This is an optimization exercise on Yosys and OpenROAD, whose aim is small area, a short achievable clock period and few clock cycles, not a production implementation.
RTL that was checked went through simulation tests only; none was proved equivalent to the original.
Only the layout flow was run in run 3; the RTL was not checked for function there.

--- design/flow/flow/run.sh ---
#!/bin/bash
# The standard layout, with repair_timing aiming for 10 ns of setup slack
# (at the design's clock period and constraints) instead of 0.
set -euo pipefail
bash standard.sh SETUP_SLACK_MARGIN=10 finish > standard_flow.log 2>&1
--- design/flow/standard.sh ---
#!/bin/bash
# synth_recipe.tcl (not shown) runs the flow's synth.tcl, then flattens the netlist and writes it again
# the make line also repeats each setting of config.mk as NAME=value (left out here)
make -C /OpenROAD-flow-scripts/flow DESIGN_CONFIG=/design/flow/config.mk WORK_HOME=/design/flow/orfs CLKGATE_MAP_FILE= SYNTH_SCRIPT=/design/flow/synth_recipe.tcl "${@:-finish}"
--- design/flow/config.mk ---
export PLATFORM = sky130hd
export DESIGN_NAME = hsv2rgb_stream
export DESIGN_NICKNAME = hsv2rgb_stream
export VERILOG_FILES = /design/flow/design.v
export SDC_FILE = /design/flow/constraint.sdc
export NUM_CORES = 4
export LEC_CHECK = 0
export CAP_MARGIN = 20
export CORE_MARGIN = 2
export CORE_UTILIZATION = 40
export SLEW_MARGIN = 20
--- design/flow/constraint.sdc ---
create_clock -name core_clock -period 17.0 [get_ports {clk}]
set_input_delay 3.4000 -clock core_clock [delete_from_list [all_inputs] [get_ports {clk}]]
set_output_delay 3.4000 -clock core_clock [all_outputs]
set_load 0.01 [all_outputs]
--- design/flow/design.v ---
module gr_hue (
    input  wire [7:0] h,
    output wire [7:0] a0,
    output wire [7:0] b0,
    output reg  [1:0] grp
);
    reg [6:0] t;
    reg       e;
    always @(*) begin
        case (h[4:0])
            5'd0: begin t = 7'd0; e = 1'b0; end
            5'd1: begin t = 7'd2; e = 1'b1; end
            5'd2: begin t = 7'd5; e = 1'b0; end
            5'd3: begin t = 7'd7; e = 1'b1; end
            5'd4: begin t = 7'd10; e = 1'b1; end
            5'd5: begin t = 7'd13; e = 1'b0; end
            5'd6: begin t = 7'd15; e = 1'b1; end
            5'd7: begin t = 7'd18; e = 1'b1; end
            5'd8: begin t = 7'd21; e = 1'b0; end
            5'd9: begin t = 7'd23; e = 1'b1; end
            5'd10: begin t = 7'd26; e = 1'b1; end
            5'd11: begin t = 7'd29; e = 1'b0; end
            5'd12: begin t = 7'd31; e = 1'b1; end
            5'd13: begin t = 7'd34; e = 1'b1; end
            5'd14: begin t = 7'd37; e = 1'b0; end
            5'd15: begin t = 7'd39; e = 1'b1; end
            5'd16: begin t = 7'd42; e = 1'b1; end
            5'd17: begin t = 7'd45; e = 1'b0; end
            5'd18: begin t = 7'd47; e = 1'b1; end
            5'd19: begin t = 7'd50; e = 1'b0; end
            5'd20: begin t = 7'd53; e = 1'b0; end
            5'd21: begin t = 7'd55; e = 1'b1; end
            5'd22: begin t = 7'd58; e = 1'b0; end
            5'd23: begin t = 7'd61; e = 1'b0; end
            5'd24: begin t = 7'd63; e = 1'b1; end
            5'd25: begin t = 7'd66; e = 1'b0; end
            5'd26: begin t = 7'd69; e = 1'b0; end
            5'd27: begin t = 7'd71; e = 1'b1; end
            5'd28: begin t = 7'd74; e = 1'b0; end
            5'd29: begin t = 7'd77; e = 1'b0; end
            5'd30: begin t = 7'd79; e = 1'b1; end
            5'd31: begin t = 7'd82; e = 1'b0; end
            default: begin t = 7'd0; e = 1'b0; end
        endcase
    end
    wire [7:0] third     = {1'b0, t};
    wire [7:0] twothirds = {t, e};
    reg [7:0] ka, kb, ua, ub;
    reg       na, nb;
    always @(*) begin
        case (h[7:5])
            3'd0: begin ka = 8'd0;   ua = third;     na = 1'b1;  kb = 8'd0;   ub = third;     nb = 1'b0; grp = 2'd0; end
            3'd1: begin ka = 8'd171; ua = 8'd0;      na = 1'b0;  kb = 8'd85;  ub = third;     nb = 1'b0; grp = 2'd0; end
            3'd2: begin ka = 8'd172; ua = twothirds; na = 1'b1;  kb = 8'd170; ub = third;     nb = 1'b0; grp = 2'd0; end
            3'd3: begin ka = 8'd0;   ua = third;     na = 1'b1;  kb = 8'd0;   ub = third;     nb = 1'b0; grp = 2'd1; end
            3'd4: begin ka = 8'd172; ua = twothirds; na = 1'b1;  kb = 8'd85;  ub = twothirds; nb = 1'b0; grp = 2'd1; end
            3'd5: begin ka = 8'd0;   ua = third;     na = 1'b0;  kb = 8'd0;   ub = third;     nb = 1'b1; grp = 2'd2; end
            3'd6: begin ka = 8'd85;  ua = third;     na = 1'b0;  kb = 8'd172; ub = third;     nb = 1'b1; grp = 2'd2; end
            default: begin ka = 8'd170; ua = third;  na = 1'b0;  kb = 8'd86;  ub = third;     nb = 1'b1; grp = 2'd2; end
        endcase
    end
    assign a0 = ka + (ua ^ {8{na}});
    assign b0 = kb + (ub ^ {8{nb}});
endmodule
module gr_sat (
    input  wire [7:0] a0,
    input  wire [7:0] b0,
    input  wire [1:0] grp,
    input  wire [7:0] s,
    output reg  [7:0] r1,
    output reg  [7:0] g1,
    output reg  [7:0] b1
);
    wire s0   = (s == 8'd0);
    wire s255 = (s == 8'd255);
    wire [7:0] am, bm;
    gr_sat_mul u_a (.c(a0), .s(s), .y(am));
    gr_sat_mul u_b (.c(b0), .s(s), .y(bm));
    wire [7:0] a1 = s0 ? 8'd255 : (s255 && a0 == 8'd0) ? 8'd0 : am;
    wire [7:0] c1 = s0 ? 8'd255 : (s255 && b0 == 8'd0) ? 8'd0 : bm;
    wire [7:0] z1 = s0 ? 8'd255 : s255 ? 8'd0 : 8'd0 - s;
    always @(*) begin
        case (grp)
            2'd0:    begin r1 = a1; g1 = c1; b1 = z1; end
            2'd1:    begin r1 = z1; g1 = a1; b1 = c1; end
            default: begin r1 = a1; g1 = z1; b1 = c1; end
        endcase
    end
endmodule
module gr_val (
    input  wire [7:0] c,
    input  wire [7:0] v,
    output wire [7:0] y
);
    wire [7:0] m;
    gr_val_mul u_m (.c(c), .v(v), .y(m));
    wire kill = (v == 8'd0) || (v == 8'd255 && c == 8'd0);
    assign y = kill ? 8'd0 : m;
endmodule
module gr_sat_mul (input wire [7:0] c, input wire [7:0] s, output wire [7:0] y);
    wire t_1 = (c[0] & s[6]) ^ (c[1] & s[5]);
    wire t_2 = (c[0] & s[6]) & (c[1] & s[5]);
    wire t_3 = (c[0] & s[7]) ^ (c[1] & s[6]) ^ (c[2] & s[5]);
    wire t_4 = ((c[0] & s[7]) & (c[1] & s[6])) | ((c[0] & s[7]) & (c[2] & s[5])) | ((c[1] & s[6]) & (c[2] & s[5]));
    wire t_5 = (c[3] & s[4]) ^ (c[4] & s[3]);
    wire t_6 = (c[3] & s[4]) & (c[4] & s[3]);
    wire t_7 = (c[1] & s[7]) ^ (c[2] & s[6]) ^ (c[3] & s[5]);
    wire t_8 = ((c[1] & s[7]) & (c[2] & s[6])) | ((c[1] & s[7]) & (c[3] & s[5])) | ((c[2] & s[6]) & (c[3] & s[5]));
    wire t_9 = (c[4] & s[4]) ^ (c[5] & s[3]) ^ (c[6] & s[2]);
    wire t_10 = ((c[4] & s[4]) & (c[5] & s[3])) | ((c[4] & s[4]) & (c[6] & s[2])) | ((c[5] & s[3]) & (c[6] & s[2]));
    wire t_11 = (c[7] & s[1]) ^ (~s[0]);
    wire t_12 = (c[7] & s[1]) & (~s[0]);
    wire t_13 = (c[2] & s[7]) ^ (c[3] & s[6]) ^ (c[4] & s[5]);
    wire t_14 = ((c[2] & s[7]) & (c[3] & s[6])) | ((c[2] & s[7]) & (c[4] & s[5])) | ((c[3] & s[6]) & (c[4] & s[5]));
    wire t_15 = (c[5] & s[4]) ^ (c[6] & s[3]) ^ (c[7] & s[2]);
    wire t_16 = ((c[5] & s[4]) & (c[6] & s[3])) | ((c[5] & s[4]) & (c[7] & s[2])) | ((c[6] & s[3]) & (c[7] & s[2]));
    wire t_17 = (c[3] & s[7]) ^ (c[4] & s[6]) ^ (c[5] & s[5]);
    wire t_18 = ((c[3] & s[7]) & (c[4] & s[6])) | ((c[3] & s[7]) & (c[5] & s[5])) | ((c[4] & s[6]) & (c[5] & s[5]));
    wire t_19 = (c[0] & s[4]) ^ (c[1] & s[3]);
    wire t_20 = (c[0] & s[4]) & (c[1] & s[3]);
    wire t_21 = (c[0] & s[5]) ^ (c[1] & s[4]) ^ (c[2] & s[3]);
    wire t_22 = ((c[0] & s[5]) & (c[1] & s[4])) | ((c[0] & s[5]) & (c[2] & s[3])) | ((c[1] & s[4]) & (c[2] & s[3]));
    wire t_23 = (c[3] & s[2]) ^ (c[4] & s[1]);
    wire t_24 = (c[3] & s[2]) & (c[4] & s[1]);
    wire t_25 = t_1 ^ (c[2] & s[4]) ^ (c[3] & s[3]);
    wire t_26 = (t_1 & (c[2] & s[4])) | (t_1 & (c[3] & s[3])) | ((c[2] & s[4]) & (c[3] & s[3]));
    wire t_27 = (c[4] & s[2]) ^ (c[5] & s[1]) ^ (c[6] & s[0]);
    wire t_28 = ((c[4] & s[2]) & (c[5] & s[1])) | ((c[4] & s[2]) & (c[6] & s[0])) | ((c[5] & s[1]) & (c[6] & s[0]));
    wire t_29 = t_3 ^ t_5 ^ (c[5] & s[2]);
    wire t_30 = (t_3 & t_5) | (t_3 & (c[5] & s[2])) | (t_5 & (c[5] & s[2]));
    wire t_31 = (c[6] & s[1]) ^ (c[7] & s[0]) ^ t_2;
    wire t_32 = ((c[6] & s[1]) & (c[7] & s[0])) | ((c[6] & s[1]) & t_2) | ((c[7] & s[0]) & t_2);
    wire t_33 = t_7 ^ t_9 ^ t_11;
    wire t_34 = (t_7 & t_9) | (t_7 & t_11) | (t_9 & t_11);
    wire t_35 = 1'b1 ^ t_4 ^ t_6;
    wire t_36 = (1'b1 & t_4) | (1'b1 & t_6) | (t_4 & t_6);
    wire t_37 = t_13 ^ t_15 ^ (~s[1]);
    wire t_38 = (t_13 & t_15) | (t_13 & (~s[1])) | (t_15 & (~s[1]));
    wire t_39 = t_8 ^ t_10 ^ t_12;
    wire t_40 = (t_8 & t_10) | (t_8 & t_12) | (t_10 & t_12);
    wire t_41 = t_17 ^ (c[6] & s[4]) ^ (c[7] & s[3]);
    wire t_42 = (t_17 & (c[6] & s[4])) | (t_17 & (c[7] & s[3])) | ((c[6] & s[4]) & (c[7] & s[3]));
    wire t_43 = (~s[2]) ^ t_14 ^ t_16;
    wire t_44 = ((~s[2]) & t_14) | ((~s[2]) & t_16) | (t_14 & t_16);
    wire t_45 = (c[4] & s[7]) ^ (c[5] & s[6]) ^ (c[6] & s[5]);
    wire t_46 = ((c[4] & s[7]) & (c[5] & s[6])) | ((c[4] & s[7]) & (c[6] & s[5])) | ((c[5] & s[6]) & (c[6] & s[5]));
    wire t_47 = (c[7] & s[4]) ^ (~s[3]) ^ t_18;
    wire t_48 = ((c[7] & s[4]) & (~s[3])) | ((c[7] & s[4]) & t_18) | ((~s[3]) & t_18);
    wire t_49 = (c[5] & s[7]) ^ (c[6] & s[6]) ^ (c[7] & s[5]);
    wire t_50 = ((c[5] & s[7]) & (c[6] & s[6])) | ((c[5] & s[7]) & (c[7] & s[5])) | ((c[6] & s[6]) & (c[7] & s[5]));
    wire t_51 = (c[0] & s[3]) ^ (c[1] & s[2]);
    wire t_52 = (c[0] & s[3]) & (c[1] & s[2]);
    wire t_53 = t_19 ^ (c[2] & s[2]) ^ (c[3] & s[1]);
    wire t_54 = (t_19 & (c[2] & s[2])) | (t_19 & (c[3] & s[1])) | ((c[2] & s[2]) & (c[3] & s[1]));
    wire t_55 = t_21 ^ t_23 ^ (c[5] & s[0]);
    wire t_56 = (t_21 & t_23) | (t_21 & (c[5] & s[0])) | (t_23 & (c[5] & s[0]));
    wire t_57 = t_25 ^ t_27 ^ t_22;
    wire t_58 = (t_25 & t_27) | (t_25 & t_22) | (t_27 & t_22);
    wire t_59 = t_29 ^ t_31 ^ t_26;
    wire t_60 = (t_29 & t_31) | (t_29 & t_26) | (t_31 & t_26);
    wire t_61 = t_33 ^ t_35 ^ t_30;
    wire t_62 = (t_33 & t_35) | (t_33 & t_30) | (t_35 & t_30);
    wire t_63 = t_37 ^ t_39 ^ t_34;
    wire t_64 = (t_37 & t_39) | (t_37 & t_34) | (t_39 & t_34);
    wire t_65 = t_41 ^ t_43 ^ t_38;
    wire t_66 = (t_41 & t_43) | (t_41 & t_38) | (t_43 & t_38);
    wire t_67 = t_45 ^ t_47 ^ t_42;
    wire t_68 = (t_45 & t_47) | (t_45 & t_42) | (t_47 & t_42);
    wire t_69 = t_49 ^ (~s[4]) ^ t_46;
    wire t_70 = (t_49 & (~s[4])) | (t_49 & t_46) | ((~s[4]) & t_46);
    wire t_71 = (c[6] & s[7]) ^ (c[7] & s[6]) ^ (~s[5]);
    wire t_72 = ((c[6] & s[7]) & (c[7] & s[6])) | ((c[6] & s[7]) & (~s[5])) | ((c[7] & s[6]) & (~s[5]));
    wire t_73 = (c[0] & s[2]) ^ (c[1] & s[1]);
    wire t_74 = (c[0] & s[2]) & (c[1] & s[1]);
    wire t_75 = t_51 ^ (c[2] & s[1]) ^ (c[3] & s[0]);
    wire t_76 = (t_51 & (c[2] & s[1])) | (t_51 & (c[3] & s[0])) | ((c[2] & s[1]) & (c[3] & s[0]));
    wire t_77 = t_53 ^ (c[4] & s[0]) ^ t_52;
    wire t_78 = (t_53 & (c[4] & s[0])) | (t_53 & t_52) | ((c[4] & s[0]) & t_52);
    wire t_79 = t_55 ^ t_20 ^ t_54;
    wire t_80 = (t_55 & t_20) | (t_55 & t_54) | (t_20 & t_54);
    wire t_81 = t_57 ^ t_24 ^ t_56;
    wire t_82 = (t_57 & t_24) | (t_57 & t_56) | (t_24 & t_56);
    wire t_83 = t_59 ^ t_28 ^ t_58;
    wire t_84 = (t_59 & t_28) | (t_59 & t_58) | (t_28 & t_58);
    wire t_85 = t_61 ^ t_32 ^ t_60;
    wire t_86 = (t_61 & t_32) | (t_61 & t_60) | (t_32 & t_60);
    wire t_87 = t_63 ^ t_36 ^ t_62;
    wire t_88 = (t_63 & t_36) | (t_63 & t_62) | (t_36 & t_62);
    wire t_89 = t_65 ^ t_40 ^ t_64;
    wire t_90 = (t_65 & t_40) | (t_65 & t_64) | (t_40 & t_64);
    wire t_91 = t_67 ^ t_44 ^ t_66;
    wire t_92 = (t_67 & t_44) | (t_67 & t_66) | (t_44 & t_66);
    wire t_93 = t_69 ^ t_48 ^ t_68;
    wire t_94 = (t_69 & t_48) | (t_69 & t_68) | (t_48 & t_68);
    wire t_95 = t_71 ^ t_50 ^ t_70;
    wire t_96 = (t_71 & t_50) | (t_71 & t_70) | (t_50 & t_70);
    wire t_97 = (c[7] & s[7]) ^ (~s[6]) ^ t_72;
    wire t_98 = ((c[7] & s[7]) & (~s[6])) | ((c[7] & s[7]) & t_72) | ((~s[6]) & t_72);
    wire [15:0] t_99 = {(~s[7]), t_97, t_95, t_93, t_91, t_89, t_87, t_85, t_83, t_81, t_79, t_77, t_75, t_73, (c[0] & s[1]), (c[0] & s[0])};
    wire [15:0] t_100 = {t_98, t_96, t_94, t_92, t_90, t_88, t_86, t_84, t_82, t_80, t_78, t_76, t_74, (c[2] & s[0]), (c[1] & s[0]), 1'b0};
    wire [15:0] t_101 = t_99 + t_100;
    assign y = {t_101[15], t_101[14], t_101[13], t_101[12], t_101[11], t_101[10], t_101[9], t_101[8]};
endmodule
module gr_val_mul (input wire [7:0] c, input wire [7:0] v, output wire [7:0] y);
    wire t_1 = (c[0] & v[6]) ^ (c[1] & v[5]);
    wire t_2 = (c[0] & v[6]) & (c[1] & v[5]);
    wire t_3 = (c[0] & v[7]) ^ (c[1] & v[6]) ^ (c[2] & v[5]);
    wire t_4 = ((c[0] & v[7]) & (c[1] & v[6])) | ((c[0] & v[7]) & (c[2] & v[5])) | ((c[1] & v[6]) & (c[2] & v[5]));
    wire t_5 = (c[3] & v[4]) ^ (c[4] & v[3]);
    wire t_6 = (c[3] & v[4]) & (c[4] & v[3]);
    wire t_7 = (c[1] & v[7]) ^ (c[2] & v[6]) ^ (c[3] & v[5]);
    wire t_8 = ((c[1] & v[7]) & (c[2] & v[6])) | ((c[1] & v[7]) & (c[3] & v[5])) | ((c[2] & v[6]) & (c[3] & v[5]));
    wire t_9 = (c[4] & v[4]) ^ (c[5] & v[3]) ^ (c[6] & v[2]);
    wire t_10 = ((c[4] & v[4]) & (c[5] & v[3])) | ((c[4] & v[4]) & (c[6] & v[2])) | ((c[5] & v[3]) & (c[6] & v[2]));
    wire t_11 = (c[2] & v[7]) ^ (c[3] & v[6]) ^ (c[4] & v[5]);
    wire t_12 = ((c[2] & v[7]) & (c[3] & v[6])) | ((c[2] & v[7]) & (c[4] & v[5])) | ((c[3] & v[6]) & (c[4] & v[5]));
    wire t_13 = (c[0] & v[4]) ^ (c[1] & v[3]);
    wire t_14 = (c[0] & v[4]) & (c[1] & v[3]);
    wire t_15 = (c[0] & v[5]) ^ (c[1] & v[4]) ^ (c[2] & v[3]);
    wire t_16 = ((c[0] & v[5]) & (c[1] & v[4])) | ((c[0] & v[5]) & (c[2] & v[3])) | ((c[1] & v[4]) & (c[2] & v[3]));
    wire t_17 = (c[3] & v[2]) ^ (c[4] & v[1]);
    wire t_18 = (c[3] & v[2]) & (c[4] & v[1]);
    wire t_19 = t_1 ^ (c[2] & v[4]) ^ (c[3] & v[3]);
    wire t_20 = (t_1 & (c[2] & v[4])) | (t_1 & (c[3] & v[3])) | ((c[2] & v[4]) & (c[3] & v[3]));
    wire t_21 = (c[4] & v[2]) ^ (c[5] & v[1]) ^ (c[6] & v[0]);
    wire t_22 = ((c[4] & v[2]) & (c[5] & v[1])) | ((c[4] & v[2]) & (c[6] & v[0])) | ((c[5] & v[1]) & (c[6] & v[0]));
    wire t_23 = t_3 ^ t_5 ^ (c[5] & v[2]);
    wire t_24 = (t_3 & t_5) | (t_3 & (c[5] & v[2])) | (t_5 & (c[5] & v[2]));
    wire t_25 = (c[6] & v[1]) ^ (c[7] & v[0]) ^ t_2;
    wire t_26 = ((c[6] & v[1]) & (c[7] & v[0])) | ((c[6] & v[1]) & t_2) | ((c[7] & v[0]) & t_2);
    wire t_27 = t_7 ^ t_9 ^ (c[7] & v[1]);
    wire t_28 = (t_7 & t_9) | (t_7 & (c[7] & v[1])) | (t_9 & (c[7] & v[1]));
    wire t_29 = 1'b1 ^ t_4 ^ t_6;
    wire t_30 = (1'b1 & t_4) | (1'b1 & t_6) | (t_4 & t_6);
    wire t_31 = t_11 ^ (c[5] & v[4]) ^ (c[6] & v[3]);
    wire t_32 = (t_11 & (c[5] & v[4])) | (t_11 & (c[6] & v[3])) | ((c[5] & v[4]) & (c[6] & v[3]));
    wire t_33 = (c[7] & v[2]) ^ t_8 ^ t_10;
    wire t_34 = ((c[7] & v[2]) & t_8) | ((c[7] & v[2]) & t_10) | (t_8 & t_10);
    wire t_35 = (c[3] & v[7]) ^ (c[4] & v[6]) ^ (c[5] & v[5]);
    wire t_36 = ((c[3] & v[7]) & (c[4] & v[6])) | ((c[3] & v[7]) & (c[5] & v[5])) | ((c[4] & v[6]) & (c[5] & v[5]));
    wire t_37 = (c[6] & v[4]) ^ (c[7] & v[3]) ^ t_12;
    wire t_38 = ((c[6] & v[4]) & (c[7] & v[3])) | ((c[6] & v[4]) & t_12) | ((c[7] & v[3]) & t_12);
    wire t_39 = (c[4] & v[7]) ^ (c[5] & v[6]) ^ (c[6] & v[5]);
    wire t_40 = ((c[4] & v[7]) & (c[5] & v[6])) | ((c[4] & v[7]) & (c[6] & v[5])) | ((c[5] & v[6]) & (c[6] & v[5]));
    wire t_41 = (c[0] & v[3]) ^ (c[1] & v[2]);
    wire t_42 = (c[0] & v[3]) & (c[1] & v[2]);
    wire t_43 = t_13 ^ (c[2] & v[2]) ^ (c[3] & v[1]);
    wire t_44 = (t_13 & (c[2] & v[2])) | (t_13 & (c[3] & v[1])) | ((c[2] & v[2]) & (c[3] & v[1]));
    wire t_45 = t_15 ^ t_17 ^ (c[5] & v[0]);
    wire t_46 = (t_15 & t_17) | (t_15 & (c[5] & v[0])) | (t_17 & (c[5] & v[0]));
    wire t_47 = t_19 ^ t_21 ^ t_16;
    wire t_48 = (t_19 & t_21) | (t_19 & t_16) | (t_21 & t_16);
    wire t_49 = t_23 ^ t_25 ^ t_20;
    wire t_50 = (t_23 & t_25) | (t_23 & t_20) | (t_25 & t_20);
    wire t_51 = t_27 ^ t_29 ^ t_24;
    wire t_52 = (t_27 & t_29) | (t_27 & t_24) | (t_29 & t_24);
    wire t_53 = t_31 ^ t_33 ^ t_28;
    wire t_54 = (t_31 & t_33) | (t_31 & t_28) | (t_33 & t_28);
    wire t_55 = t_35 ^ t_37 ^ t_32;
    wire t_56 = (t_35 & t_37) | (t_35 & t_32) | (t_37 & t_32);
    wire t_57 = t_39 ^ (c[7] & v[4]) ^ t_36;
    wire t_58 = (t_39 & (c[7] & v[4])) | (t_39 & t_36) | ((c[7] & v[4]) & t_36);
    wire t_59 = (c[5] & v[7]) ^ (c[6] & v[6]) ^ (c[7] & v[5]);
    wire t_60 = ((c[5] & v[7]) & (c[6] & v[6])) | ((c[5] & v[7]) & (c[7] & v[5])) | ((c[6] & v[6]) & (c[7] & v[5]));
    wire t_61 = (c[0] & v[2]) ^ (c[1] & v[1]);
    wire t_62 = (c[0] & v[2]) & (c[1] & v[1]);
    wire t_63 = t_41 ^ (c[2] & v[1]) ^ (c[3] & v[0]);
    wire t_64 = (t_41 & (c[2] & v[1])) | (t_41 & (c[3] & v[0])) | ((c[2] & v[1]) & (c[3] & v[0]));
    wire t_65 = t_43 ^ (c[4] & v[0]) ^ t_42;
    wire t_66 = (t_43 & (c[4] & v[0])) | (t_43 & t_42) | ((c[4] & v[0]) & t_42);
    wire t_67 = t_45 ^ t_14 ^ t_44;
    wire t_68 = (t_45 & t_14) | (t_45 & t_44) | (t_14 & t_44);
    wire t_69 = t_47 ^ t_18 ^ t_46;
    wire t_70 = (t_47 & t_18) | (t_47 & t_46) | (t_18 & t_46);
    wire t_71 = t_49 ^ t_22 ^ t_48;
    wire t_72 = (t_49 & t_22) | (t_49 & t_48) | (t_22 & t_48);
    wire t_73 = t_51 ^ t_26 ^ t_50;
    wire t_74 = (t_51 & t_26) | (t_51 & t_50) | (t_26 & t_50);
    wire t_75 = t_53 ^ t_30 ^ t_52;
    wire t_76 = (t_53 & t_30) | (t_53 & t_52) | (t_30 & t_52);
    wire t_77 = t_55 ^ t_34 ^ t_54;
    wire t_78 = (t_55 & t_34) | (t_55 & t_54) | (t_34 & t_54);
    wire t_79 = t_57 ^ t_38 ^ t_56;
    wire t_80 = (t_57 & t_38) | (t_57 & t_56) | (t_38 & t_56);
    wire t_81 = t_59 ^ t_40 ^ t_58;
    wire t_82 = (t_59 & t_40) | (t_59 & t_58) | (t_40 & t_58);
    wire t_83 = (c[6] & v[7]) ^ (c[7] & v[6]) ^ t_60;
    wire t_84 = ((c[6] & v[7]) & (c[7] & v[6])) | ((c[6] & v[7]) & t_60) | ((c[7] & v[6]) & t_60);
    wire [15:0] t_85 = {1'b0, (c[7] & v[7]), t_83, t_81, t_79, t_77, t_75, t_73, t_71, t_69, t_67, t_65, t_63, t_61, (c[0] & v[1]), (c[0] & v[0])};
    wire [15:0] t_86 = {1'b0, t_84, t_82, t_80, t_78, t_76, t_74, t_72, t_70, t_68, t_66, t_64, t_62, (c[2] & v[0]), (c[1] & v[0]), 1'b0};
    wire [15:0] t_87 = t_85 + t_86;
    assign y = {t_87[15], t_87[14], t_87[13], t_87[12], t_87[11], t_87[10], t_87[9], t_87[8]};
endmodule
module hsv2rgb_stream (
    input  wire        clk,
    input  wire        rst,         
    input  wire        in_valid,
    output wire        in_ready,
    input  wire [23:0] in_hsv,      
    output reg         out_valid,
    input  wire        out_ready,
    output wire [31:0] out_rgba     
);
    reg sk_valid;
    wire en = !sk_valid;
    assign in_ready = en;
    wire [7:0] a0, b0;
    wire [1:0] grp;
    gr_hue u_hue (.h(in_hsv[23:16]), .a0(a0), .b0(b0), .grp(grp));
    reg        v1;
    reg [7:0]  a0_q, b0_q, s_q, v1_q;
    reg [1:0]  grp_q;
    always @(posedge clk) begin
        if (rst)
            v1 <= 1'b0;
        else if (en)
            v1 <= in_valid;
        if (en) begin
            a0_q <= a0; b0_q <= b0; grp_q <= grp;
            s_q  <= in_hsv[15:8]; v1_q <= in_hsv[7:0];
        end
    end
    wire [7:0] r1, g1, b1;
    gr_sat u_sat (.a0(a0_q), .b0(b0_q), .grp(grp_q), .s(s_q), .r1(r1), .g1(g1), .b1(b1));
    reg        v2;
    reg [7:0]  r1_q, g1_q, b1_q, v2_q;
    always @(posedge clk) begin
        if (rst)
            v2 <= 1'b0;
        else if (en)
            v2 <= v1;
        if (en) begin
            r1_q <= r1; g1_q <= g1; b1_q <= b1; v2_q <= v1_q;
        end
    end
    wire [23:0] rgb;
    gr_val u_val_r (.c(r1_q), .v(v2_q), .y(rgb[23:16]));
    gr_val u_val_g (.c(g1_q), .v(v2_q), .y(rgb[15:8]));
    gr_val u_val_b (.c(b1_q), .v(v2_q), .y(rgb[7:0]));
    wire push     = v2 && en;                   
    wire out_free = !out_valid || out_ready;    
    reg  [23:0] sk_rgb, out_rgb;
    always @(posedge clk) begin
        if (rst) begin
            out_valid <= 1'b0;
            sk_valid  <= 1'b0;
        end else begin
            if (out_free)
                out_valid <= sk_valid || push;
            sk_valid <= sk_valid ? !out_free : (push && !out_free);
        end
        if (out_free)
            out_rgb <= sk_valid ? sk_rgb : rgb;
        if (!sk_valid)
            sk_rgb <= rgb;
    end
    assign out_rgba = {out_rgb, 8'hFF};
endmodule
==> flow_results.xml, run 1 <==
<?xml version="1.0" encoding="UTF-8"?>
<metrics>
  <group name="setup_path">
    <metric name="crit_path_max_fanout" unit="">9</metric>
    <metric name="worstSetupPathType" unit="">input pin to flop</metric>
    <metric name="worstSetupStartpointType" unit="">input pin</metric>
    <metric name="critical_path.endpoint_type" unit="">flop</metric>
    <metric name="cp.arrival" unit="ns">6.97</metric>
    <metric name="worst-endpoint-required" unit="ns">17.18</metric>
    <metric name="worst_r2r_path_depth" unit="">17</metric>
  </group>
  <group name="floorplan">
    <metric name="floorplan.initialDensity" unit="%">40.9</metric>
    <metric name="die_width" unit="um">195</metric>
    <metric name="fp.dieArea" unit="um2">38100</metric>
    <metric name="io_pins" unit="">62</metric>
    <metric name="die_y" unit="um">195</metric>
    <metric name="fp-row-count" unit="">69</metric>
    <metric name="core_area" unit="um2">35700</metric>
  </group>
  <group name="clock_tree">
    <metric name="cts_buffers" unit="">17</metric>
    <metric name="ctsRootBufferMaster" unit="">sky130_fd_sc_hd__clkbuf_16</metric>
    <metric name="clkSinkCount" unit="">118</metric>
    <metric name="cts-htree-levels" unit="">4</metric>
    <metric name="clock_insertion_delay_worst_skew" unit="ns">0.45</metric>
    <metric name="tritoncts" unit="">done</metric>
    <metric name="clk_path_buf_depth" unit="">2</metric>
    <metric name="clkTransAtPathRegs" unit="ns">0.06</metric>
  </group>
  <group name="synthesis">
    <metric name="synth.top_cells.by_count" unit="">sky130_fd_sc_hd__inv_1, sky130_fd_sc_hd__and2_1, sky130_fd_sc_hd__fa_1, sky130_fd_sc_hd__nand2_1, sky130_fd_sc_hd__ha_1</metric>
    <metric name="synth.most_common_cell" unit="">sky130_fd_sc_hd__inv_1</metric>
    <metric name="synth_top_area_cell" unit="">sky130_fd_sc_hd__fa_1</metric>
    <metric name="post_synth_inst_count" unit="">1565</metric>
    <metric name="ys_ff_latch" unit="">118</metric>
    <metric name="post_synth.cell_area_avg" unit="um2">9.33</metric>
    <metric name="yosysWarnings" unit="">3</metric>
    <metric name="synth.cell_area" unit="um2">14600</metric>
    <metric name="synth_edf_count" unit="">90</metric>
    <metric name="postSynth.asyncResetShare" unit="%">0</metric>
    <metric name="post_synthesis_sequential_area_ratio" unit="%">22.3</metric>
    <metric name="synth_top_flop_cell" unit="">sky130_fd_sc_hd__edfxtp_1</metric>
    <metric name="post-synth-top-area-fraction" unit="%">25.9</metric>
    <metric name="synthTopCellsByArea" unit="">sky130_fd_sc_hd__fa_1, sky130_fd_sc_hd__edfxtp_1, sky130_fd_sc_hd__ha_1</metric>
    <metric name="yosys.cell_types.count" unit="">67</metric>
  </group>
  <group name="global_route">
    <metric name="global_route_wire_length_before_repair" unit="um">56500</metric>
    <metric name="overflow_after_grt" unit="">0</metric>
    <metric name="grt_start_max_net_pins" unit="">61</metric>
    <metric name="antenna_found_initial" unit="">0</metric>
    <metric name="first_global_vias" unit="">11322</metric>
    <metric name="groute.usage.overall" unit="%">18.4</metric>
  </group>
  <group name="sta">
    <metric name="finalSetupViolations" unit="">0</metric>
    <metric name="timing.final.max_slew_violations" unit="">0</metric>
    <metric name="final.min_clock_period" unit="ns">6.79</metric>
    <metric name="worst_pin_slew" unit="ns">1.00</metric>
    <metric name="post-route-period-util" unit="%">39.9</metric>
    <metric name="setup_total_negative_slack" unit="ns">0</metric>
    <metric name="report.final.hold_viol_count" unit="">0</metric>
    <metric name="max-slew-margin-rel" unit="%">32.9</metric>
    <metric name="max_freq" unit="GHz">0.147</metric>
    <metric name="grt_setup_unrepaired" unit="">true</metric>
    <metric name="skew" unit="ns">0.0139</metric>
  </group>
  <group name="cells_and_area">
    <metric name="area_growth_syn_to_layout" unit="%">11.0</metric>
    <metric name="number_of_antenna_cells_inserted" unit="">0</metric>
    <metric name="drive_gt1_share" unit="%">3.95</metric>
    <metric name="final.fill_count" unit="">3476</metric>
    <metric name="design.final.nets" unit="">1921</metric>
    <metric name="stdcell_area" unit="um2">16200</metric>
  </group>
  <group name="placement">
    <metric name="io_buffers" unit="">53</metric>
    <metric name="finalWeightedCongestion" unit="">0.876</metric>
    <metric name="placed_area" unit="um2">15500</metric>
    <metric name="dp_hpwl" unit="um">24500</metric>
  </group>
  <group name="hold_path">
    <metric name="holdCritPathClass" unit="">flop to flop</metric>
    <metric name="worst_hold_path.num_cells" unit="">0</metric>
  </group>
  <group name="drt">
    <metric name="router_iterations_before_antenna_repair" unit="">5</metric>
    <metric name="drc" unit="">0</metric>
    <metric name="avgRoutedWirePerCell" unit="um">16.1</metric>
    <metric name="post_drt_via_cell_ratio" unit="">5.19</metric>
    <metric name="route.vias.total" unit="">10668</metric>
    <metric name="initialDrtViolationCount" unit="">500</metric>
    <metric name="final_antenna_net_count" unit="">0</metric>
    <metric name="routed_wl" unit="um">33000</metric>
  </group>
  <group name="run_status">
    <metric name="status" unit="">complete, no violations</metric>
  </group>
  <group name="job">
    <metric name="cap_viol_max_count" unit="">0</metric>
  </group>
</metrics>
path summary, 6_finish.rpt:
path	slack [ns]	startpoint	end
worst max-delay path	10.21	in_hsv[19]	a0_q[7]
worst min-delay path	0.41	v1_q[6]	v2_q[6]
worst max register to register	11.36	v2_q[7]	out_rgb[14]
worst min register to register	0.41	v1_q[6]	v2_q[6]
layer usage:
layer / vias up / part of all wire (%) / GRT usage, %
li1: 5116 / - / -
met3: 47 / 4.0 / 3.28
met5: - / 0 / 0
met1: 5294 / 44 / 23.1
met4: 0 / 1.6 / 4.86
met2: 211 / 50 / 32.8
sequential cells by signal (all words and copies together), names as in the netlist:
name / cells
a0_q: 8
b0_q: 8
b1_q: 8
g1_q: 8
grp_q: 2
out_rgb: 24
out_valid: 1
r1_q: 8
s_q: 8
sk_rgb: 24
sk_valid: 1
v1: 1
v1_q: 8
v2: 1
v2_q: 8
layout by cell type, fill, tap and decap left out, types with 9 or more instances in the layout:
| master | synthesis | final |
|---|---|---|
| sky130_fd_sc_hd__inv_1 | 247 | 246 |
| sky130_fd_sc_hd__and2_1 | 191 | 191 |
| sky130_fd_sc_hd__fa_1 | 189 | 189 |
| sky130_fd_sc_hd__nand2_1 | 164 | 164 |
| sky130_fd_sc_hd__ha_1 | 124 | 124 |
| sky130_fd_sc_hd__edfxtp_1 | 90 | 90 |
| sky130_fd_sc_hd__a21oi_1 | 71 | 69 |
| sky130_fd_sc_hd__nor2_1 | 54 | 54 |
| sky130_fd_sc_hd__clkdlybuf4s50_1 | 0 | 50 |
| sky130_fd_sc_hd__o21ai_0 | 38 | 38 |
| sky130_fd_sc_hd__xnor2_1 | 36 | 36 |
| sky130_fd_sc_hd__dfxtp_1 | 28 | 27 |
| sky130_fd_sc_hd__nor3_1 | 20 | 20 |
| sky130_fd_sc_hd__nand3_1 | 19 | 19 |
| sky130_fd_sc_hd__a22o_1 | 19 | 19 |
| sky130_fd_sc_hd__clkbuf_16 | 0 | 17 |
| sky130_fd_sc_hd__o211ai_1 | 16 | 16 |
| sky130_fd_sc_hd__buf_4 | 8 | 16 |
| sky130_fd_sc_hd__a21o_1 | 15 | 15 |
| sky130_fd_sc_hd__mux2i_1 | 12 | 12 |
| sky130_fd_sc_hd__nor4_1 | 12 | 12 |
| sky130_fd_sc_hd__a31oi_1 | 12 | 12 |
| sky130_fd_sc_hd__xor2_1 | 12 | 12 |
| sky130_fd_sc_hd__o21bai_1 | 9 | 9 |
| sky130_fd_sc_hd__nor2b_1 | 9 | 9 |
| sky130_fd_sc_hd__o21a_1 | 9 | 9 |
| sky130_fd_sc_hd__a22oi_1 | 9 | 9 |
stage by stage:
stage	std cells	setup WS [ns]	hold WS (ns)	utilization (%)
after global placement	2021	9.42	0.406	43.4
after detailed placement	2021	9.36	0.405	43.4
after global routing	2054	9.96	0.425	45.4
after floorplan	1572	10.36	0.400	-
after CTS	2054	10.01	0.419	45.3
final	2054	10.21	0.414	45.4
area by class of cell:
cell class                 instances  area [um2]  area share (%)
timing repair buffer              69         654            4.04
inverter                         248         931            5.74
clock inverter                    15         240            1.48
sequential                       118        3260            20.1
clock buffer                      17         425            2.62
multi-input combinational       1126       10100            62.4
tap                              461         577            3.56
logic make-up (layout without fill, tap and decap cells):
family	count (synthesis)	after routing	share of synthesized area, %
and+or+nand+nor	504	504	17.6
buffers and inverters	328	349	8.65
adders and majority gates	313	313	36.5
AOI/OAI and AO/OA	239	239	10.9
DFF	118	118	22.3
xor gates and xnor gates	48	48	2.88
muxes	14	14	1.05
other	1	8	0.0257
timing repair:
action | 4_1_cts | 5_1_grt
hold buffers | 0 | 0
gates resized for setup | 4 | 3
endpoints found under the setup margin | 1 | 4
pin swaps | 0 | 0
buffers inserted | 1 | 0
critical path, cell delays in order:
cell and delay (ns):
sky130_fd_sc_hd__clkdlybuf4s50_1 0.66, sky130_fd_sc_hd__clkinv_1 0.33, sky130_fd_sc_hd__mux4_2 0.55, sky130_fd_sc_hd__nand2b_2 0.25, sky130_fd_sc_hd__o221ai_1 0.20, sky130_fd_sc_hd__o31ai_1 0.10
sky130_fd_sc_hd__and2_1 0.19, sky130_fd_sc_hd__ha_1 0.30, sky130_fd_sc_hd__a21o_1 0.19, sky130_fd_sc_hd__a21oi_2 0.16, sky130_fd_sc_hd__o21bai_1 0.09, sky130_fd_sc_hd__a21oi_2 0.18
sky130_fd_sc_hd__o21bai_1 0.08, sky130_fd_sc_hd__a21oi_1 0.19, sky130_fd_sc_hd__xnor2_1 0.10
Testbench counts, summed over its fixed seeds: cycles 32,024.
==> run 2: changes to the inputs <==
==> design/flow/run.sh (new file) <==
#!/bin/bash
# synth_recipe.tcl (not shown) runs the flow's synth.tcl, then flattens the netlist and writes it again
# the make line also repeats each setting of config.mk as NAME=value (left out here)
make -C /OpenROAD-flow-scripts/flow DESIGN_CONFIG=/design/flow/config.mk WORK_HOME=/design/flow/orfs CLKGATE_MAP_FILE= SYNTH_SCRIPT=/design/flow/synth_recipe.tcl finish
removed: design/flow/flow/run.sh
removed: design/flow/standard.sh
==> run 2 against run 1 <==
  * Non-clock buffer count down 1
  * Sequential share of layout area about the same
  * Area after synthesis unchanged
==> flow_results.xml, run 2 <==
<?xml version="1.0" encoding="UTF-8"?>
<metrics>
  <group name="synthesis">
    <metric name="synthTopCellsByArea" unit="">sky130_fd_sc_hd__fa_1, sky130_fd_sc_hd__edfxtp_1, sky130_fd_sc_hd__ha_1</metric>
    <metric name="synth_edf_count" unit="">90</metric>
    <metric name="post_synth.cell_area_avg" unit="um2">9.33</metric>
    <metric name="post_synthesis_sequential_area_ratio" unit="%">22.3</metric>
    <metric name="synth.cell_area" unit="um2">14600</metric>
    <metric name="synth_top_area_cell" unit="">sky130_fd_sc_hd__fa_1</metric>
    <metric name="post_synth_inst_count" unit="">1565</metric>
    <metric name="synth_top_flop_cell" unit="">sky130_fd_sc_hd__edfxtp_1</metric>
    <metric name="postSynth.asyncResetShare" unit="%">0</metric>
    <metric name="synth.top_cells.by_count" unit="">sky130_fd_sc_hd__inv_1, sky130_fd_sc_hd__and2_1, sky130_fd_sc_hd__fa_1, sky130_fd_sc_hd__nand2_1, sky130_fd_sc_hd__ha_1</metric>
    <metric name="yosysWarnings" unit="">3</metric>
    <metric name="yosys.cell_types.count" unit="">67</metric>
    <metric name="ys_ff_latch" unit="">118</metric>
    <metric name="post-synth-top-area-fraction" unit="%">25.9</metric>
    <metric name="synth.most_common_cell" unit="">sky130_fd_sc_hd__inv_1</metric>
  </group>
  <group name="setup_path">
    <metric name="cp.arrival" unit="ns">7.37</metric>
    <metric name="critical_path.endpoint_type" unit="">flop</metric>
    <metric name="critical_path.startpoint" unit="">in_hsv[17]</metric>
    <metric name="crit_path_max_fanout" unit="">6</metric>
    <metric name="worst_r2r_path_depth" unit="">17</metric>
    <metric name="critical_path.reg2reg.startpoint" unit="">v2_q[7]</metric>
    <metric name="worstSetupPathType" unit="">input pin to flop</metric>
    <metric name="worst-endpoint-required" unit="ns">17.18</metric>
    <metric name="worstSetupStartpointType" unit="">input pin</metric>
  </group>
  <group name="cells_and_area">
    <metric name="number_of_antenna_cells_inserted" unit="">0</metric>
    <metric name="design.final.nets" unit="">1920</metric>
    <metric name="layout_common_cells" unit="">sky130_fd_sc_hd__inv_1, sky130_fd_sc_hd__and2_1, sky130_fd_sc_hd__fa_1</metric>
    <metric name="total_area_of_multi_input_combinational_cells" unit="um2">10100</metric>
    <metric name="area_growth_syn_to_layout" unit="%">10.8</metric>
    <metric name="drive_gt1_share" unit="%">3.64</metric>
    <metric name="finish.cell_count_without_fillers" unit="">2053</metric>
    <metric name="largest_registers" unit="">out_rgb x24, sk_rgb x24</metric>
    <metric name="final.fill_count" unit="">3475</metric>
    <metric name="register_area" unit="um2">3260</metric>
    <metric name="stdcell_area" unit="um2">16200</metric>
    <metric name="most_common_cell_after_layout_fill_and_taps_aside" unit="">sky130_fd_sc_hd__inv_1</metric>
  </group>
  <group name="global_route">
    <metric name="antenna_found_initial" unit="">0</metric>
    <metric name="groute.usage.overall" unit="%">18.4</metric>
    <metric name="first_global_vias" unit="">11316</metric>
    <metric name="grt_start_max_net_pins" unit="">61</metric>
    <metric name="overflow_after_grt" unit="">0</metric>
    <metric name="global_route_wire_length_before_repair" unit="um">56400</metric>
  </group>
  <group name="sta">
    <metric name="timing.final.max_slew_violations" unit="">0</metric>
    <metric name="report.final.hold_viol_count" unit="">0</metric>
    <metric name="max-slew-margin-rel" unit="%">32.6</metric>
    <metric name="final.min_clock_period" unit="ns">7.19</metric>
    <metric name="max_freq" unit="GHz">0.139</metric>
    <metric name="worst_pin_slew" unit="ns">1.01</metric>
    <metric name="worst_hold_slack" unit="ns">0.414</metric>
    <metric name="finalSetupViolations" unit="">0</metric>
    <metric name="post-route-period-util" unit="%">42.3</metric>
    <metric name="setup_total_negative_slack" unit="ns">0</metric>
    <metric name="skew" unit="ns">0.0140</metric>
    <metric name="grt_setup_unrepaired" unit="">false</metric>
  </group>
  <group name="clock_tree">
    <metric name="cts-htree-levels" unit="">4</metric>
    <metric name="clkTransAtPathRegs" unit="ns">0.06</metric>
    <metric name="tritoncts" unit="">done</metric>
    <metric name="clkSinkCount" unit="">118</metric>
    <metric name="clk_path_buf_depth" unit="">2</metric>
    <metric name="cts.hold.buffers_added" unit="">0</metric>
    <metric name="post-cts-setup-buffers" unit="">0</metric>
    <metric name="ctsRootBufferMaster" unit="">sky130_fd_sc_hd__clkbuf_16</metric>
    <metric name="clock_insertion_delay_worst_skew" unit="ns">0.45</metric>
    <metric name="cts_buffers" unit="">17</metric>
    <metric name="cts_resized" unit="">0</metric>
  </group>
  <group name="drt">
    <metric name="routed_wl" unit="um">32900</metric>
    <metric name="route.vias.total" unit="">10670</metric>
    <metric name="initialDrtViolationCount" unit="">520</metric>
    <metric name="routed-wl-met3" unit="um">1310</metric>
    <metric name="router_iterations_before_antenna_repair" unit="">5</metric>
    <metric name="post_drt_via_cell_ratio" unit="">5.20</metric>
    <metric name="avgRoutedWirePerCell" unit="um">16.0</metric>
    <metric name="final_antenna_net_count" unit="">0</metric>
    <metric name="top_layer_used" unit="">met4</metric>
    <metric name="drc" unit="">0</metric>
    <metric name="met1_length" unit="um">14600</metric>
    <metric name="wl_met2" unit="um">16400</metric>
  </group>
  <group name="placement">
    <metric name="io_buffers" unit="">53</metric>
    <metric name="dp.cells" unit="">2021</metric>
    <metric name="finalWeightedCongestion" unit="">0.876</metric>
    <metric name="placed_area" unit="um2">15500</metric>
    <metric name="dp_hpwl" unit="um">24500</metric>
  </group>
  <group name="floorplan">
    <metric name="core_area" unit="um2">35700</metric>
    <metric name="io_pins" unit="">62</metric>
    <metric name="die_width" unit="um">195</metric>
    <metric name="floorplan.initialDensity" unit="%">40.9</metric>
    <metric name="die_y" unit="um">195</metric>
    <metric name="fp-row-count" unit="">69</metric>
    <metric name="fp.dieArea" unit="um2">38100</metric>
  </group>
  <group name="hold_path">
    <metric name="worst_hold_startpoint" unit="">v1_q[6]</metric>
    <metric name="holdCritPathClass" unit="">flop to flop</metric>
    <metric name="worst_hold_path.num_cells" unit="">0</metric>
  </group>
  <group name="job">
    <metric name="cap_viol_max_count" unit="">0</metric>
  </group>
  <group name="run_status">
    <metric name="status" unit="">complete, no violations</metric>
  </group>
</metrics>
## run 2: cell count changes in the layout (fill, tap and decap cells not counted), sizes merged
cell,before,now
dlymetal6s2s,2,0
buf,16,15
dlygate4sd2,1,0
clkdlybuf4s50,50,53
## run 2: worst max-delay path, cell delays in order
cell	delay [ns]
sky130_fd_sc_hd__clkdlybuf4s50_1	0.55
sky130_fd_sc_hd__inv_1	0.13
sky130_fd_sc_hd__ha_1	0.33
sky130_fd_sc_hd__nor2_1	0.06
sky130_fd_sc_hd__a21o_1	0.19
sky130_fd_sc_hd__mux4_2	0.55
sky130_fd_sc_hd__nand2b_1	0.26
sky130_fd_sc_hd__o221ai_1	0.22
sky130_fd_sc_hd__o31ai_1	0.10
sky130_fd_sc_hd__and2_1	0.19
sky130_fd_sc_hd__ha_1	0.30
sky130_fd_sc_hd__a21o_1	0.18
sky130_fd_sc_hd__a21oi_1	0.21
sky130_fd_sc_hd__o21bai_1	0.09
sky130_fd_sc_hd__a21oi_1	0.23
sky130_fd_sc_hd__o21bai_1	0.09
sky130_fd_sc_hd__a21oi_1	0.18
sky130_fd_sc_hd__xnor2_1	0.09
## run 2: area by class of cell
class                   instances  share of cell area [%]
clock buffers                  17                    2.63
clock inverters                15                    1.48
inverters                     248                    5.75
multi-input cells            1126                    62.4
flip-flops and latches        118                    20.2
well taps                     461                    3.56
repair buffers                 68                    3.97
## run 2: path summary, 6_finish.rpt
kind / end / slack, ns
worst max-delay path: a0_q[7] / 9.81
worst min-delay path: v2_q[6] / 0.41
worst max register to register: out_rgb[14] / 11.38
worst min register to register: v2_q[6] / 0.41
## run 2: per-stage QoR
stage / util, % / setup slack (ns)
floorplan: - / 10.36
global placement: 43.4 / 9.42
detailed placement: 43.4 / 9.36
CTS: 45.3 / 9.80
global route: 45.3 / 9.51
finish: 45.3 / 9.81
## run 2: metal layers
layer  vias up  track usage (%)
li1       5115                -
met1      5285             23.1
met2       221             32.7
met3        49             3.28
met4         0             4.86
met5         -                0
## run 2: cell families (layout without fill, tap and decap cells)
family,after synthesis,in the layout,share of synthesized area [%]
other cells,1,8,0.0257
compound gates,239,239,10.9
simple gates,504,504,17.6
buf+inv,328,348,8.65
flops,118,118,22.3
xor+xnor,48,48,2.88
mux,14,14,1.05
fa+ha+maj,313,313,36.5
==> run 3: changes to the inputs <==
--- a/design/flow/design.v
+++ b/design/flow/design.v
@@ -78,5 +78,8 @@
     gr_sat_mul u_b (.c(b0), .s(s), .y(bm));
-    wire [7:0] a1 = s0 ? 8'd255 : (s255 && a0 == 8'd0) ? 8'd0 : am;
-    wire [7:0] c1 = s0 ? 8'd255 : (s255 && b0 == 8'd0) ? 8'd0 : bm;
-    wire [7:0] z1 = s0 ? 8'd255 : s255 ? 8'd0 : 8'd0 - s;
+    wire       ka = s255 && a0 == 8'd0;
+    wire       kb = s255 && b0 == 8'd0;
+    wire [7:0] ns = 8'd0 - s;
+    wire [7:0] a1 = {am[7:1] | {7{s0}}, (am[0] & !ka) | s0};
+    wire [7:0] c1 = {bm[7:1] | {7{s0}}, (bm[0] & !kb) | s0};
+    wire [7:0] z1 = {ns[7:1] | {7{s0}}, (ns[0] & !s255) | s0};
     always @(*) begin
@@ -97,3 +100,3 @@
     wire kill = (v == 8'd0) || (v == 8'd255 && c == 8'd0);
-    assign y = kill ? 8'd0 : m;
+    assign y = {m[7:1], m[0] & !kill};
 endmodule
==> design/flow/flow/run.sh (new file) <==
#!/bin/bash
# The standard layout, with: port buffers made of buf_2 cells; clock tree from
# clkbuf_4/clkbuf_8 with larger sink clusters and no dummy loads; repair_timing
# aiming for 11.5 ns of setup slack (at the design's clock period and constraints).
set -euo pipefail
bash standard.sh \
  "BUFFER_PORTS_ARGS=-buffer_cell sky130_fd_sc_hd__buf_2" \
  "CTS_ARGS=-sink_clustering_enable -repair_clock_nets -buf_list {sky130_fd_sc_hd__clkbuf_4 sky130_fd_sc_hd__clkbuf_8} -sink_clustering_size 30 -sink_clustering_max_diameter 80 -dont_use_dummy_load" \
  SETUP_SLACK_MARGIN=11.5 finish > standard_flow.log 2>&1
==> design/flow/standard.sh (new file) <==
#!/bin/bash
# synth_recipe.tcl (not shown) runs the flow's synth.tcl, then flattens the netlist and writes it again
# the make line also repeats each setting of config.mk as NAME=value (left out here)
make -C /OpenROAD-flow-scripts/flow DESIGN_CONFIG=/design/flow/config.mk WORK_HOME=/design/flow/orfs CLKGATE_MAP_FILE= SYNTH_SCRIPT=/design/flow/synth_recipe.tcl "${@:-finish}"
--- a/design/flow/config.mk
+++ b/design/flow/config.mk
@@ -7,5 +7,7 @@
 export LEC_CHECK = 0
-export CAP_MARGIN = 20
+export CAP_MARGIN = 5
 export CORE_MARGIN = 2
-export CORE_UTILIZATION = 40
-export SLEW_MARGIN = 20
+export CORE_UTILIZATION = 65
+export CTS_BUF_LIST = sky130_fd_sc_hd__clkbuf_4 sky130_fd_sc_hd__clkbuf_8
+export PLACE_DENSITY = 0.75
+export SLEW_MARGIN = 5
removed: design/flow/run.sh
==> run 3 against run 2 <==
  * Sequential share of layout area grew 0.38 points
  * Cell area shrank 1.9%
  * Core utilization grew 25 points
  * Synthesized cell count grew 2.2%
  * Die area shrank 37%
  * Via count grew 4.7%
  * Clock skew grew 0.029 ns
  * Global-route usage grew 11 points
==> flow_results.xml, run 3 <==
<?xml version="1.0" encoding="UTF-8"?>
<metrics>
  <group name="run_status">
    <metric name="status" unit="">complete, no violations</metric>
  </group>
  <group name="global_route">
    <metric name="global_route_wire_length_before_repair" unit="um">56200</metric>
    <metric name="first_global_vias" unit="">11425</metric>
    <metric name="grt_start_max_net_pins" unit="">72</metric>
    <metric name="antenna_found_initial" unit="">0</metric>
    <metric name="groute.usage.overall" unit="%">29.5</metric>
    <metric name="overflow_after_grt" unit="">0</metric>
  </group>
  <group name="floorplan">
    <metric name="core_area" unit="um2">22500</metric>
    <metric name="io_pins" unit="">62</metric>
    <metric name="fp-row-count" unit="">55</metric>
    <metric name="floorplan.initialDensity" unit="%">65.7</metric>
    <metric name="fp.dieArea" unit="um2">24000</metric>
    <metric name="die_width" unit="um">155</metric>
    <metric name="die_y" unit="um">155</metric>
  </group>
  <group name="placement">
    <metric name="placed_area" unit="um2">15300</metric>
    <metric name="dpl_worst_slack" unit="ns">10.29</metric>
    <metric name="io_buffers" unit="">53</metric>
    <metric name="dp.cells" unit="">1876</metric>
    <metric name="dp_hpwl" unit="um">25000</metric>
    <metric name="finalWeightedCongestion" unit="">0.931</metric>
  </group>
  <group name="clock_tree">
    <metric name="cts-htree-levels" unit="">4</metric>
    <metric name="cts_buffers" unit="">17</metric>
    <metric name="cts.hold.buffers_added" unit="">0</metric>
    <metric name="clkSinkCount" unit="">118</metric>
    <metric name="clock_insertion_delay_worst_skew" unit="ns">0.47</metric>
    <metric name="clk_path_buf_depth" unit="">2</metric>
    <metric name="tritoncts" unit="">done</metric>
    <metric name="clkTransAtPathRegs" unit="ns">0.07</metric>
    <metric name="ctsRootBufferMaster" unit="">sky130_fd_sc_hd__clkbuf_8</metric>
  </group>
  <group name="setup_path">
    <metric name="critical_path.endpoint_type" unit="">flop</metric>
    <metric name="worstSetupPathType" unit="">input pin to flop</metric>
    <metric name="worst-endpoint-required" unit="ns">17.20</metric>
    <metric name="reg2reg_slack" unit="ns">11.70</metric>
    <metric name="crit_path_max_fanout" unit="">6</metric>
    <metric name="critical_path.reg2reg.endpoint" unit="">b1_q[5]</metric>
    <metric name="worstSetupStartpointType" unit="">input pin</metric>
    <metric name="critical_path.reg2reg.startpoint" unit="">s_q[7]</metric>
    <metric name="worst_r2r_path_depth" unit="">15</metric>
    <metric name="setup.worst_path.end" unit="">a0_q[6]</metric>
    <metric name="critical_path.startpoint" unit="">in_hsv[17]</metric>
    <metric name="cp.arrival" unit="ns">6.26</metric>
  </group>
  <group name="drt">
    <metric name="post_drt_via_cell_ratio" unit="">5.79</metric>
    <metric name="route.vias.total" unit="">11167</metric>
    <metric name="avgRoutedWirePerCell" unit="um">17.5</metric>
    <metric name="router_iterations_before_antenna_repair" unit="">6</metric>
    <metric name="routed_wl" unit="um">33700</metric>
    <metric name="drc" unit="">0</metric>
    <metric name="initialDrtViolationCount" unit="">664</metric>
    <metric name="final_antenna_net_count" unit="">0</metric>
  </group>
  <group name="synthesis">
    <metric name="post_synth.cell_area_avg" unit="um2">9.24</metric>
    <metric name="post_synth_inst_count" unit="">1600</metric>
    <metric name="synthTopCellsByArea" unit="">sky130_fd_sc_hd__fa_1, sky130_fd_sc_hd__edfxtp_1, sky130_fd_sc_hd__ha_1</metric>
    <metric name="yosys.cell_types.count" unit="">72</metric>
    <metric name="ys_ff_latch" unit="">118</metric>
    <metric name="synth_top_flop_cell" unit="">sky130_fd_sc_hd__edfxtp_1</metric>
    <metric name="synth.cell_area" unit="um2">14800</metric>
    <metric name="synth_top_area_cell" unit="">sky130_fd_sc_hd__fa_1</metric>
    <metric name="post-synth-top-area-fraction" unit="%">25.6</metric>
    <metric name="postSynth.asyncResetShare" unit="%">0</metric>
    <metric name="synth.most_common_cell" unit="">sky130_fd_sc_hd__inv_1</metric>
    <metric name="synth.top_cells.by_count" unit="">sky130_fd_sc_hd__inv_1, sky130_fd_sc_hd__and2_1, sky130_fd_sc_hd__fa_1, sky130_fd_sc_hd__nand2_1, sky130_fd_sc_hd__ha_1</metric>
    <metric name="synth_edf_count" unit="">90</metric>
    <metric name="yosysWarnings" unit="">3</metric>
    <metric name="post_synthesis_sequential_area_ratio" unit="%">22.1</metric>
  </group>
  <group name="sta">
    <metric name="finalSetupViolations" unit="">0</metric>
    <metric name="final.min_clock_period" unit="ns">6.07</metric>
    <metric name="skew" unit="ns">0.0430</metric>
    <metric name="worst_pin_slew" unit="ns">0.926</metric>
    <metric name="max-slew-margin-rel" unit="%">38.2</metric>
    <metric name="setup_total_negative_slack" unit="ns">0</metric>
    <metric name="max_freq" unit="GHz">0.165</metric>
    <metric name="post-route-period-util" unit="%">35.7</metric>
    <metric name="finalWorstSetupSlack" unit="ns">10.93</metric>
    <metric name="timing.final.max_slew_violations" unit="">0</metric>
    <metric name="report.final.hold_viol_count" unit="">0</metric>
    <metric name="grt_setup_unrepaired" unit="">true</metric>
    <metric name="worst_hold_slack" unit="ns">0.423</metric>
  </group>
  <group name="cells_and_area">
    <metric name="drive_gt1_share" unit="%">10.6</metric>
    <metric name="area_growth_syn_to_layout" unit="%">7.46</metric>
    <metric name="largest_registers" unit="">out_rgb x24, sk_rgb x24</metric>
    <metric name="number_of_antenna_cells_inserted" unit="">0</metric>
    <metric name="total_area_of_multi_input_combinational_cells" unit="um2">10400</metric>
    <metric name="layout_common_cells" unit="">sky130_fd_sc_hd__inv_1, sky130_fd_sc_hd__and2_1, sky130_fd_sc_hd__fa_1</metric>
    <metric name="finish.cell_count_without_fillers" unit="">1929</metric>
    <metric name="register_area" unit="um2">3260</metric>
    <metric name="most_common_cell_after_layout_fill_and_taps_aside" unit="">sky130_fd_sc_hd__inv_1</metric>
    <metric name="stdcell_area" unit="um2">15900</metric>
    <metric name="final.fill_count" unit="">1804</metric>
    <metric name="final_util" unit="%">70.6</metric>
    <metric name="design.final.nets" unit="">1987</metric>
  </group>
  <group name="hold_path">
    <metric name="holdCritPathClass" unit="">flop to flop</metric>
    <metric name="worst_hold_startpoint" unit="">v1_q[7]</metric>
  </group>
  <group name="job">
    <metric name="cap_viol_max_count" unit="">0</metric>
  </group>
</metrics>
-- run 3: cell types whose count changed after synthesis, sizes merged, moves of 4 or more --
cell | previous run | this run
buf | 21 | 17
o31ai | 3 | 11
a21o | 15 | 20
a22oi | 9 | 2
a31oi | 12 | 6
o211ai | 16 | 7
nor2 | 54 | 60
o21ai | 38 | 57
a22o | 19 | 3
nand2 | 164 | 182
-- run 3: cell type report --
type                            instances  share of cell area [%]
Multi-Input combinational cell       1161                    65.5
Sequential cell                       118                    20.5
Inverter                              249                    6.04
Timing Repair Buffer                   99                    4.14
Tap cell                              285                    2.25
Clock buffer                           17                    1.47
-- run 3: worst max-delay path, stage by stage --
cell and delay (ns):
sky130_fd_sc_hd__buf_12 0.10, sky130_fd_sc_hd__inv_12 0.03, sky130_fd_sc_hd__ha_4 0.27, sky130_fd_sc_hd__nor2_4 0.04
sky130_fd_sc_hd__a21o_1 0.18, sky130_fd_sc_hd__mux4_2 0.58, sky130_fd_sc_hd__nand2_2 0.12, sky130_fd_sc_hd__o311ai_2 0.11
sky130_fd_sc_hd__o31ai_1 0.10, sky130_fd_sc_hd__and2_1 0.16, sky130_fd_sc_hd__ha_2 0.18, sky130_fd_sc_hd__inv_2 0.04
sky130_fd_sc_hd__fa_2 0.35, sky130_fd_sc_hd__inv_2 0.06, sky130_fd_sc_hd__a21oi_2 0.04, sky130_fd_sc_hd__o21bai_1 0.19
sky130_fd_sc_hd__a21o_1 0.15, sky130_fd_sc_hd__a21oi_2 0.06, sky130_fd_sc_hd__xnor2_1 0.11
-- run 3: how the worst min path moves through the flow --
stage	to	slack, ns	depth (start not counted)
floorplan	v2_q[0]	0.40	0
global route	v2_q[7]	0.42	0
finish	v2_q[7]	0.42	0
detailed placement	v2_q[7]	0.41	0
CTS	v2_q[7]	0.42	0
global placement	v2_q[6]	0.40	0
-- run 3: metal layers --
metal,vias to the layer above,GRT usage [%],share of wire [%]
met5,-,0,0
met2,324,52.9,51
met1,5519,37.2,41
met3,62,3.75,4.9
met4,0,9.52,2.6
li1,5262,-,-
-- run 3: timing repair --
item / CTS / global route
resized for setup: 22 / 15
pin swaps: 21 / 18
setup buffers: 19 / 17
setup endpoints to repair: 19 / 27
-- run 3: cells by family (layout without fill, tap and decap cells) --
family	count (synthesis)	in the layout	share of synthesized area (%)
DFF	118	118	22.1
xor gates and xnor gates	48	48	2.84
other	1	8	0.0254
adders and majority gates	313	313	36.1
AOI/OAI and AO/OA	241	241	10.4
and+or+nand+nor	534	534	18.4
muxes	17	17	1.43
buffers and inverters	328	365	8.70

==> port drivers added, routing unchanged <==
In the flow no input, the clock included, has a driving cell. The finished layouts below were timed again as built, in two steps. Step 1 (the two cells are an assumption about what drives the block):
set clk [get_ports {clk}]
set_driving_cell -lib_cell sky130_fd_sc_hd__clkbuf_16 $clk
set_driving_cell -lib_cell sky130_fd_sc_hd__buf_2 [delete_from_list [all_inputs] $clk]
Step 2 also shifts input and output timing later by t, the mid clock arrival at the registers, as if the neighbouring blocks saw the same clock. Three values: no drivers, after step 1, after step 2; two values: the first two.
run | t, ns | setup slack, ns | worst setup path after step 2 | worst data-port slew with drivers (ns)
run 1 | 0.492 | 10.210 / 10.235 / 9.743 | input to register | 0.05
run 2 | 0.492 | 9.809 / 9.831 / 9.339 | input to register | 0.05
run 3 | 0.488 | 10.933 / 10.913 / 10.425 | input to register | 0.07
After both steps setup and hold are still met in every run listed. For run 3, which loses most, drivers alone change the setup slack by -0.020 ns; drivers and shift together by -0.508 ns.
